From an optimization exercise on the open Yosys and OpenROAD flow, aimed at small area, a short achievable clock period and few clock cycles; shortcuts taken in it are not production practice. RTL that was checked went through simulation tests only; none was proved equivalent to the original.

==> trial 82 <==
==> flow/design.v <==
module ww_asc_rom (
    input  wire [10:0] a,
    output wire        l5,
    output wire        l6,
    output wire        l7,
    output wire        l10,
    output wire        l11,
    output wire        term,
    output reg  [7:0]  sym
);
    assign l5   = (a[10:6] < 5'd3);
    assign l6   = (a[10:5] >= 6'd6)    && (a[10:5] < 6'd55);
    assign l7   = (a[10:4] >= 7'd110)  && (a[10:4] < 7'd120);
    assign l10  = (a[10:1] >= 10'd960) && (a[10:1] < 10'd1021);
    assign l11  = (a[10:0] >= 11'd2042);
    assign term = (a[10:1] == 10'd1020);
    wire [5:0] k6  = a[10:5] - 6'd6;
    wire [3:0] k7  = a[7:4] - 4'd14;          
    wire [5:0] k10 = a[6:1];                  
    wire [2:0] k11 = a[2:0] - 3'd2;           
    always @(*) begin
        if (l5)
            sym = 8'd120 + {6'd0, a[7:6]};
        else if (l6)
            sym = (k6 < 6'd26) ? 8'd65 + {2'd0, k6} : 8'd71 + {2'd0, k6};
        else if (l7)
            sym = 8'd48 + {4'd0, k7};
        else if (l10) begin
            if (k10 < 6'd42)      sym = 8'd6  + {2'd0, k10};
            else if (k10 < 6'd49) sym = 8'd16 + {2'd0, k10};
            else if (k10 < 6'd55) sym = 8'd42 + {2'd0, k10};
            else                  sym = 8'd68 + {2'd0, k10};
        end else
            sym = {5'd0, k11};
    end
endmodule
module ww_fbc_rom (
    input  wire [10:0] a,
    output wire        l6,
    output wire        l7,
    output wire        l8,
    output wire        l9,
    output wire        l10,
    output wire        l11,
    output reg  [7:0]  sym
);
    assign l6  = (a[10:5] < 6'd26);
    assign l7  = (a[10:4] >= 7'd52)   && (a[10:4] < 7'd78);
    assign l8  = (a[10:3] >= 8'd156)  && (a[10:3] < 8'd201);
    assign l9  = (a[10:2] >= 9'd402)  && (a[10:2] < 9'd495);
    assign l10 = (a[10:1] == 10'd990);
    assign l11 = (a[10:0] >= 11'd1982);
    wire [7:0] k8  = a[10:3] - 8'd156;
    wire [7:0] k9  = a[9:2] - 8'd146;        
    wire [6:0] k11 = a[6:0] - 7'd62;         
    always @(*) begin
        if (l6)
            sym = 8'd97 + {2'd0, a[10:5]};
        else if (l7)
            sym = 8'd13 + {1'd0, a[10:4]};   
        else if (l8)
            sym = (k8 < 8'd10) ? 8'd48 + k8 : 8'd211 + k8;
        else if (l9)
            sym = 8'd128 + k9;
        else begin
            if (k11 < 7'd48)      sym = {1'b0, k11};
            else if (k11 < 7'd55) sym = {1'b0, k11} + 8'd10;
            else if (k11 < 7'd61) sym = {1'b0, k11} + 8'd36;
            else                  sym = {1'b0, k11} + 8'd62;
        end
    end
endmodule
module ww_dec #(
    parameter N = 32                   
) (
    input  wire        clk,
    input  wire        rst,
    input  wire        in_valid,
    input  wire [7:0]  in_data,
    output wire        in_ready,
    output wire        out_valid,
    input  wire        out_ready,
    output wire [1:0]  out_kind,
    output wire        out_end,
    output wire [31:0] out_data
);
    localparam [2:0] S_TAG  = 3'd0,    
                     S_ASC  = 3'd1,    
                     S_UTF  = 3'd2,    
                     S_RAW  = 3'd3,    
                     S_INT  = 3'd4,    
                     S_INT2 = 3'd5;    
    reg  [N-1:0] buf_q;
    reg  [5:0]   nb;
    reg  [2:0]   state;
    reg          ov;
    reg  [1:0]   okind;
    reg          oend;
    reg          ozero;            
    reg  [7:0]   obyte;
    reg  [31:0]  count;            
    reg          fresh;            
    assign out_valid = ov;
    assign out_kind  = okind;
    assign out_end   = oend;
    assign out_data  = oend ? (ozero ? 32'd0 : count) : {24'd0, obyte};
    assign in_ready = (nb <= N - 8);
    wire take = in_valid && in_ready;
    wire go   = !ov || out_ready;
    wire [12:0] w = buf_q[N-1 -: 13];
    wire a_l5, a_l6, a_l7, a_l10, a_l11, a_term;
    wire [7:0] a_sym;
    ww_asc_rom u_asc (.a(w[12:2]), .l5(a_l5), .l6(a_l6), .l7(a_l7), .l10(a_l10),
                      .l11(a_l11), .term(a_term), .sym(a_sym));
    wire f_l6, f_l7, f_l8, f_l9, f_l10, f_l11;
    wire [7:0] f_sym;
    ww_fbc_rom u_fbc (.a(w[12:2]), .l6(f_l6), .l7(f_l7), .l8(f_l8), .l9(f_l9),
                      .l10(f_l10), .l11(f_l11), .sym(f_sym));
    function [5:0] tagdec(input [2:0] t);   
        if (!t[2])      tagdec = {3'd1, S_ASC};
        else if (!t[1]) tagdec = {3'd2, S_UTF};
        else if (!t[0]) tagdec = {3'd3, S_RAW};
        else            tagdec = {3'd3, S_INT};
    endfunction
    reg  [5:0]  c;             
    reg  [2:0]  nstate;
    reg         beat;          
    reg         bend;          
    reg  [7:0]  bbyte;
    reg         ld_int;        
    reg  [31:0] ival;
    reg         ld_hi;         
    wire [5:0] tg_h = tagdec(w[12:10]);    
    wire [5:0] tg_t = tagdec(w[2:0]);      
    wire [5:0] tg_r = tagdec(w[4:2]);      
    always @(*) begin
        c      = 6'd0;
        nstate = state;
        beat   = 1'b0;
        bend   = 1'b0;
        bbyte  = 8'd0;
        ld_int = 1'b0;
        ival   = 32'd0;
        ld_hi  = 1'b0;
        case (state)
            S_TAG: begin
                if (nb >= {3'd0, tg_h[5:3]}) begin
                    c = {3'd0, tg_h[5:3]};
                    nstate = tg_h[2:0];
                end
            end
            S_ASC: begin
                bbyte = a_sym;
                if (a_term) begin
                    if (nb >= 6'd10) begin
                        beat = 1'b1; bend = 1'b1;
                        if (nb >= 6'd10 + {3'd0, tg_t[5:3]}) begin
                            c = 6'd10 + {3'd0, tg_t[5:3]};
                            nstate = tg_t[2:0];
                        end else begin
                            c = 6'd10;
                            nstate = S_TAG;
                        end
                    end
                end else if (a_l5) begin
                    if (nb >= 6'd5 && !(fresh && ov && oend)) begin beat = 1'b1; c = 6'd5; end
                end else if (a_l6) begin
                    if (nb >= 6'd6) begin beat = 1'b1; c = 6'd6; end
                end else if (a_l7) begin
                    if (nb >= 6'd7) begin beat = 1'b1; c = 6'd7; end
                end else if (a_l10) begin
                    if (nb >= 6'd10) begin beat = 1'b1; c = 6'd10; end
                end else begin
                    if (nb >= 6'd11) begin beat = 1'b1; c = 6'd11; end
                end
            end
            S_UTF: begin
                bbyte = f_sym;
                if (f_l10) begin
                    if (nb >= 6'd10) begin
                        beat = 1'b1; bend = 1'b1;
                        if (nb >= 6'd10 + {3'd0, tg_t[5:3]}) begin
                            c = 6'd10 + {3'd0, tg_t[5:3]};
                            nstate = tg_t[2:0];
                        end else begin
                            c = 6'd10;
                            nstate = S_TAG;
                        end
                    end
                end else if (f_l6) begin
                    if (nb >= 6'd6) begin beat = 1'b1; c = 6'd6; end
                end else if (f_l7) begin
                    if (nb >= 6'd7) begin beat = 1'b1; c = 6'd7; end
                end else if (f_l8) begin
                    if (nb >= 6'd8) begin beat = 1'b1; c = 6'd8; end
                end else if (f_l9) begin
                    if (nb >= 6'd9) begin beat = 1'b1; c = 6'd9; end
                end else begin
                    if (nb >= 6'd11) begin beat = 1'b1; c = 6'd11; end
                end
            end
            S_RAW: begin
                bbyte = w[12:5];
                if (nb >= 6'd8) begin
                    beat = 1'b1;
                    if (w[12:5] == 8'd0) begin
                        bend = 1'b1;
                        if (nb >= 6'd8 + {3'd0, tg_r[5:3]}) begin
                            c = 6'd8 + {3'd0, tg_r[5:3]};
                            nstate = tg_r[2:0];
                        end else begin
                            c = 6'd8;
                            nstate = S_TAG;
                        end
                    end else begin
                        c = 6'd8;
                    end
                end
            end
            S_INT: begin
                if (!w[12]) begin
                    if (nb >= 6'd5) begin
                        c = 6'd5; beat = 1'b1; bend = 1'b1; ld_int = 1'b1;
                        ival = {28'd0, w[11:8]}; nstate = S_TAG;
                    end
                end else if (!w[11]) begin
                    if (nb >= 6'd10) begin
                        c = 6'd10; beat = 1'b1; bend = 1'b1; ld_int = 1'b1;
                        ival = {24'd0, buf_q[N-3 -: 8]}; nstate = S_TAG;
                    end
                end else if (nb >= 6'd19) begin
                    c = 6'd19;
                    if (!w[10]) begin
                        beat = 1'b1; bend = 1'b1; ld_int = 1'b1;
                        ival = {16'd0, buf_q[N-4 -: 16]}; nstate = S_TAG;
                    end else begin
                        ld_hi = 1'b1; nstate = S_INT2;
                    end
                end
            end
            default: begin   
                if (nb >= 6'd16) begin
                    c = 6'd16; beat = 1'b1; bend = 1'b1; ld_int = 1'b1;
                    ival = {count[15:0], buf_q[N-1 -: 16]}; nstate = S_TAG;
                end
            end
        endcase
    end
    wire [7:0] rot = {in_data, in_data} >> nb[2:0];    
    reg [N-1:0] buf_in;
    integer i;
    always @(*) begin
        for (i = 0; i < N; i = i + 1) begin
            if (take && ((((N - 1 - i) >> 3) == nb[5:3] && ((N - 1 - i) & 7) >= nb[2:0]) ||
                         (((N - 1 - i) >> 3) == nb[5:3] + 3'd1 && ((N - 1 - i) & 7) < nb[2:0])))
                buf_in[i] = rot[7 - ((N - 1 - i) & 7)];
            else
                buf_in[i] = buf_q[i];
        end
    end
    wire [5:0] cg = go ? c : 6'd0;
    always @(posedge clk) begin
        buf_q <= buf_in << cg;
        if (rst) begin
            nb    <= 6'd0;
            state <= S_TAG;
            ov    <= 1'b0;
            fresh <= 1'b1;
        end else begin
            nb <= nb + (take ? 6'd8 : 6'd0) - cg;
            if (go) begin
                state <= nstate;
                ov    <= beat;
                if (beat) begin
                    okind <= (state == S_ASC) ? 2'd0 :
                             (state == S_UTF) ? 2'd1 :
                             (state == S_RAW) ? 2'd2 : 2'd3;
                    oend  <= bend;
                    obyte <= bbyte;
                    ozero <= fresh;
                end
                if (beat && !bend) begin
                    count <= fresh ? 32'd1 : count + 32'd1;
                    fresh <= 1'b0;
                end
                if (beat && bend)
                    fresh <= 1'b1;
                if (ld_int) begin
                    count <= ival;
                    ozero <= 1'b0;
                end
                if (ld_hi)
                    count[15:0] <= buf_q[N-4 -: 16];
            end
        end
    end
endmodule
==> flow/run.sh <==
#!/bin/bash
# synth_recipe.tcl (not shown) runs the flow's synth.tcl, then flattens the netlist and writes it again
# the make line also repeats each setting of config.mk as NAME=value (left out here)
make -C /OpenROAD-flow-scripts/flow DESIGN_CONFIG=/design/flow/config.mk WORK_HOME=/design/flow/orfs CLKGATE_MAP_FILE= SYNTH_SCRIPT=/design/flow/synth_recipe.tcl finish
==> flow/config.mk <==
export PLATFORM = sky130hd
export DESIGN_NAME = ww_dec
export DESIGN_NICKNAME = ww_dec
export VERILOG_FILES = /design/flow/design.v
export SDC_FILE = /design/flow/constraint.sdc
export NUM_CORES = 4
export LEC_CHECK = 0
export CAP_MARGIN = 20
export CORE_MARGIN = 2
export CORE_UTILIZATION = 40
export SETUP_SLACK_MARGIN = 1.5
export SLEW_MARGIN = 20
export SYNTH_MEMORY_MAX_BITS = 16384
==> flow/constraint.sdc <==
create_clock -name core_clock -period 6.0 [get_ports {clk}]
set_input_delay 1.2000 -clock core_clock [delete_from_list [all_inputs] [get_ports {clk}]]
set_output_delay 1.2000 -clock core_clock [all_outputs]
set_load 0.01 [all_outputs]
==> build 31: changes against trial 82 <==
Settings changed: SETUP_SLACK_MARGIN 1.5 to 3.0.
==> trial 7: changes against trial 82 <==
--- a/flow/design.v
+++ b/flow/design.v
@@ -247,12 +247,10 @@
         endcase
     end
-    wire [7:0] rot = {in_data, in_data} >> nb[2:0];    
     reg [N-1:0] buf_in;
     integer i;
     always @(*) begin
         for (i = 0; i < N; i = i + 1) begin
-            if (take && ((((N - 1 - i) >> 3) == nb[5:3] && ((N - 1 - i) & 7) >= nb[2:0]) ||
-                         (((N - 1 - i) >> 3) == nb[5:3] + 3'd1 && ((N - 1 - i) & 7) < nb[2:0])))
-                buf_in[i] = rot[7 - ((N - 1 - i) & 7)];
+            if (take && (N - 1 - i) >= nb && (N - 1 - i) < nb + 6'd8)
+                buf_in[i] = in_data[7 - ((N - 1 - i - nb) & 7)];
             else
                 buf_in[i] = buf_q[i];
Settings changed: SETUP_SLACK_MARGIN 1.5 to unset.
==> metrics.yaml <==
outcome: "finished clean"
fmax_ghz: 0.199
min_to: "count[25]"
worst-path-stages: 14
grt_use_met1_pct: 38.0
wl_per_cell_um: 23.2
placed_cells: 1751
final_common_cell: "nand2_1"
synthMuxAreaShare_pct: 11.2
drtIter0Drc: 1315
(the above is from trial 7)
==> metrics.yaml <==
seq_area_um2: 2240
wl_per_cell_um: 24.6
final_common_cell: "buf_4"
synthMuxAreaShare_pct: 9.52
drtIter0Drc: 1677
fmax_ghz: 0.256
worst-path-stages: 18
placed_cells: 1686
async_flop_share_pct: 0
outcome: "finished clean"
die_h_um: 166
clkLatencyLatePin_ns: 0.37
grt_use_met1_pct: 39.1
min_to: "state[0]"
grt_setup_unrepaired: "true"
drv_cap: 0
(the above is from build 31)
==> metrics.yaml <==
finalSetupViolations: 0
seq_area_um2: 2210
placed_cells: 1685
grt_use_met1_pct: 40.4
final_common_cell: "nand2_1"
min_to: "fresh"
worst-path-stages: 16
fmax_ghz: 0.223
slew_violations: 0
wl_met2_mm: 18.3
outcome: "finished clean"
hold_viol: 0
vias: 11300
hold_start: "fresh"
synthMuxAreaShare_pct: 9.52
(the above is from trial 82)
Testbench counts of trial 7, summed over its fixed seeds: cycles 7,269.
The RTL of trial 82 and build 31 was laid out without a check of its function.

==> run H <==
ww_dec, a different RTL version from the one above (not shown whole).
==> flow/config.mk <==
export PLATFORM = sky130hd
export DESIGN_NAME = ww_dec
export DESIGN_NICKNAME = ww_dec
export VERILOG_FILES = /design/flow/design.v
export SDC_FILE = /design/flow/constraint.sdc
export NUM_CORES = 4
export LEC_CHECK = 0
export ABC_AREA = 1
export CAP_MARGIN = 20
export CORE_MARGIN = 2
export CORE_UTILIZATION = 40
export SETUP_SLACK_MARGIN = 2.4
export SLEW_MARGIN = 20
export SYNTH_MEMORY_MAX_BITS = 16384
==> flow/constraint.sdc <==
create_clock -name core_clock -period 6.0 [get_ports {clk}]
set_input_delay 1.2000 -clock core_clock [delete_from_list [all_inputs] [get_ports {clk}]]
set_output_delay 1.2000 -clock core_clock [all_outputs]
set_load 0.01 [all_outputs]
run.sh (not shown) runs the stock make flow with config.mk's settings and CLKGATE_MAP_FILE= SYNTH_SCRIPT=/design/flow/synth_recipe.tcl, a recipe that flattens the netlist after the stock synthesis.
==> run M: changes against run H <==
--- a/flow/design.v
+++ b/flow/design.v
@@ -280,10 +280,12 @@
             assign sh_lo[g] = |ml;
             assign sh_hi[g] = |mh;
         end
     endgenerate
     wire [3:0] amt = {sh_hi[3] | sh_hi[2], sh_hi[3] | sh_hi[1], sh_lo[3] | sh_lo[2], sh_lo[3] | sh_lo[1]};
+    wire [3:0] amt_fb  = (state == S_RAW) ? 4'd8 : 4'd10;
+    wire [3:0] amt_all = full ? amt : fb ? amt_fb : 4'd0;
     wire [31:0] ival = (state == S_PAY) ? {count[23:0], w[12:5]} :
                        !w[12] ? {28'd0, w[11:8]} :
                        !w[11] ? {24'd0, w[10:3]} : {24'd0, w[9:2]};
     wire [31:0] cbase = fresh ? 32'd0 : count;
     wire [7:0] rot = {in_data, in_data} >> nb[2:0];    
@@ -297,19 +299,13 @@
                 buf_in[i] = rot[7 - (k & 7)];
             else
                 buf_in[i] = buf_q[i];
         end
     end
-    wire [N-1:0] buf_s1 = ({N{sh_lo[0]}} & buf_in) | ({N{sh_lo[1]}} & (buf_in << 1)) |
-                          ({N{sh_lo[2]}} & (buf_in << 2)) | ({N{sh_lo[3]}} & (buf_in << 3));
-    wire [N-1:0] buf_sh = ({N{sh_hi[0]}} & buf_s1) | ({N{sh_hi[1]}} & (buf_s1 << 4)) |
-                          ({N{sh_hi[2]}} & (buf_s1 << 8)) | ({N{sh_hi[3]}} & (buf_s1 << 12));
-    wire [N-1:0] buf_fb = (state == S_RAW) ? (buf_in << 8) : (buf_in << 10);
     wire [4:0]   nb8    = nb + (take ? 5'd8 : 5'd0);
-    wire [3:0]   amt_fb = (state == S_RAW) ? 4'd8 : 4'd10;
     always @(posedge clk) begin
-        buf_q <= full ? buf_sh : fb ? buf_fb : buf_in;
+        buf_q <= buf_in << amt_all;
         if (go) begin
             okind <= (state == S_ASC) ? 2'd0 :
                      (state == S_UTF) ? 2'd1 :
                      (state == S_RAW) ? 2'd2 : 2'd3;
             oend  <= bend;
--- a/flow/config.mk
+++ b/flow/config.mk
@@ -7,8 +7,8 @@
 export LEC_CHECK = 0
 export ABC_AREA = 1
 export CAP_MARGIN = 20
 export CORE_MARGIN = 2
 export CORE_UTILIZATION = 40
-export SETUP_SLACK_MARGIN = 2.4
+export SETUP_SLACK_MARGIN = 2.5
 export SLEW_MARGIN = 20
 export SYNTH_MEMORY_MAX_BITS = 16384
==> qor summary <==
	run M	run H
Result of the run	timing/DRC/antenna clean	timing/DRC/antenna clean
DRT met1 WL	12900 um	13600 um
Buffer count excluding the clock tree in the final layout	113	73
Xor and xnor area share after synthesis	1.38%	1.23%
Critical Path Start	nb[4]$_SDFF_PP0_	buf_q[19]$_DFF_P_
Core outline area	0.0202 mm^2	0.0210 mm^2
Number of DRC markers after the initial detailed-route iteration	768	1067
Synthesized area divided by synthesized cell count	6.16 um^2	5.84 um^2
Cell count after synthesis	1340	1462
Adder and majority gate portion of the synthesized area	3.06%	2.96%
Non-clock inverter total of the final layout	187	181
Cell count along the critical path	5	23
Amount of wire on met2 after detailed routing	14200 um	14800 um
Total setup buffers inserted after CTS	32	1
Fillers	2103	2260
R2R depth	24	23
Via count of the first global-routing pass	8748	9133
Testbench counts of run H, summed over its fixed seeds: cycles 7,574.
Testbench counts of run M, summed over its fixed seeds: cycles 7,574.

## separate check: timing with driven ports
In the flow no input, the clock included, has a driving cell. The finished layouts below were timed again as built, in two steps.
Step 1 assumes that a clkbuf_16 drives the clock port and a buf_2 every other input.
Step 2 times the ports against the registers' clock, not the clock port: input delays grow and output delays shrink by t, the midpoint of the rising clock arrivals with the driver on.
Three values: ideal, step 1, step 2; two values: the first two.
run | t (ns) | slack for setup (ns) | worst hold slack (ns) | worst setup path at the end | worst register clock-pin slew, ns
trial 82 | 0.399 | 1.522 / 1.522 / 1.423 | 0.598 / 0.598 / 0.598 | input to register | 0.08 / 0.08
build 31 | 0.408 | 2.093 / 2.093 / 1.954 | 0.613 / 0.613 / 0.613 | input to register | 0.08 / 0.08
trial 7 | 0.406 | 0.983 / 0.983 / 0.983 | 0.631 / 0.631 / 0.631 | register to register | 0.08 / 0.08
run H | 0.397 | 2.541 / 2.541 / 2.296 | 0.533 / 0.533 / 0.533 | input to register | 0.07 / 0.07
run M | 0.397 | 2.588 / 2.540 / 2.438 | 0.545 / 0.545 / 0.545 | input to register | 0.07 / 0.07
After both steps every run listed still meets setup and hold. For run H, which loses most, drivers alone change the setup slack by 0.000 ns; drivers and shift together by -0.245 ns.
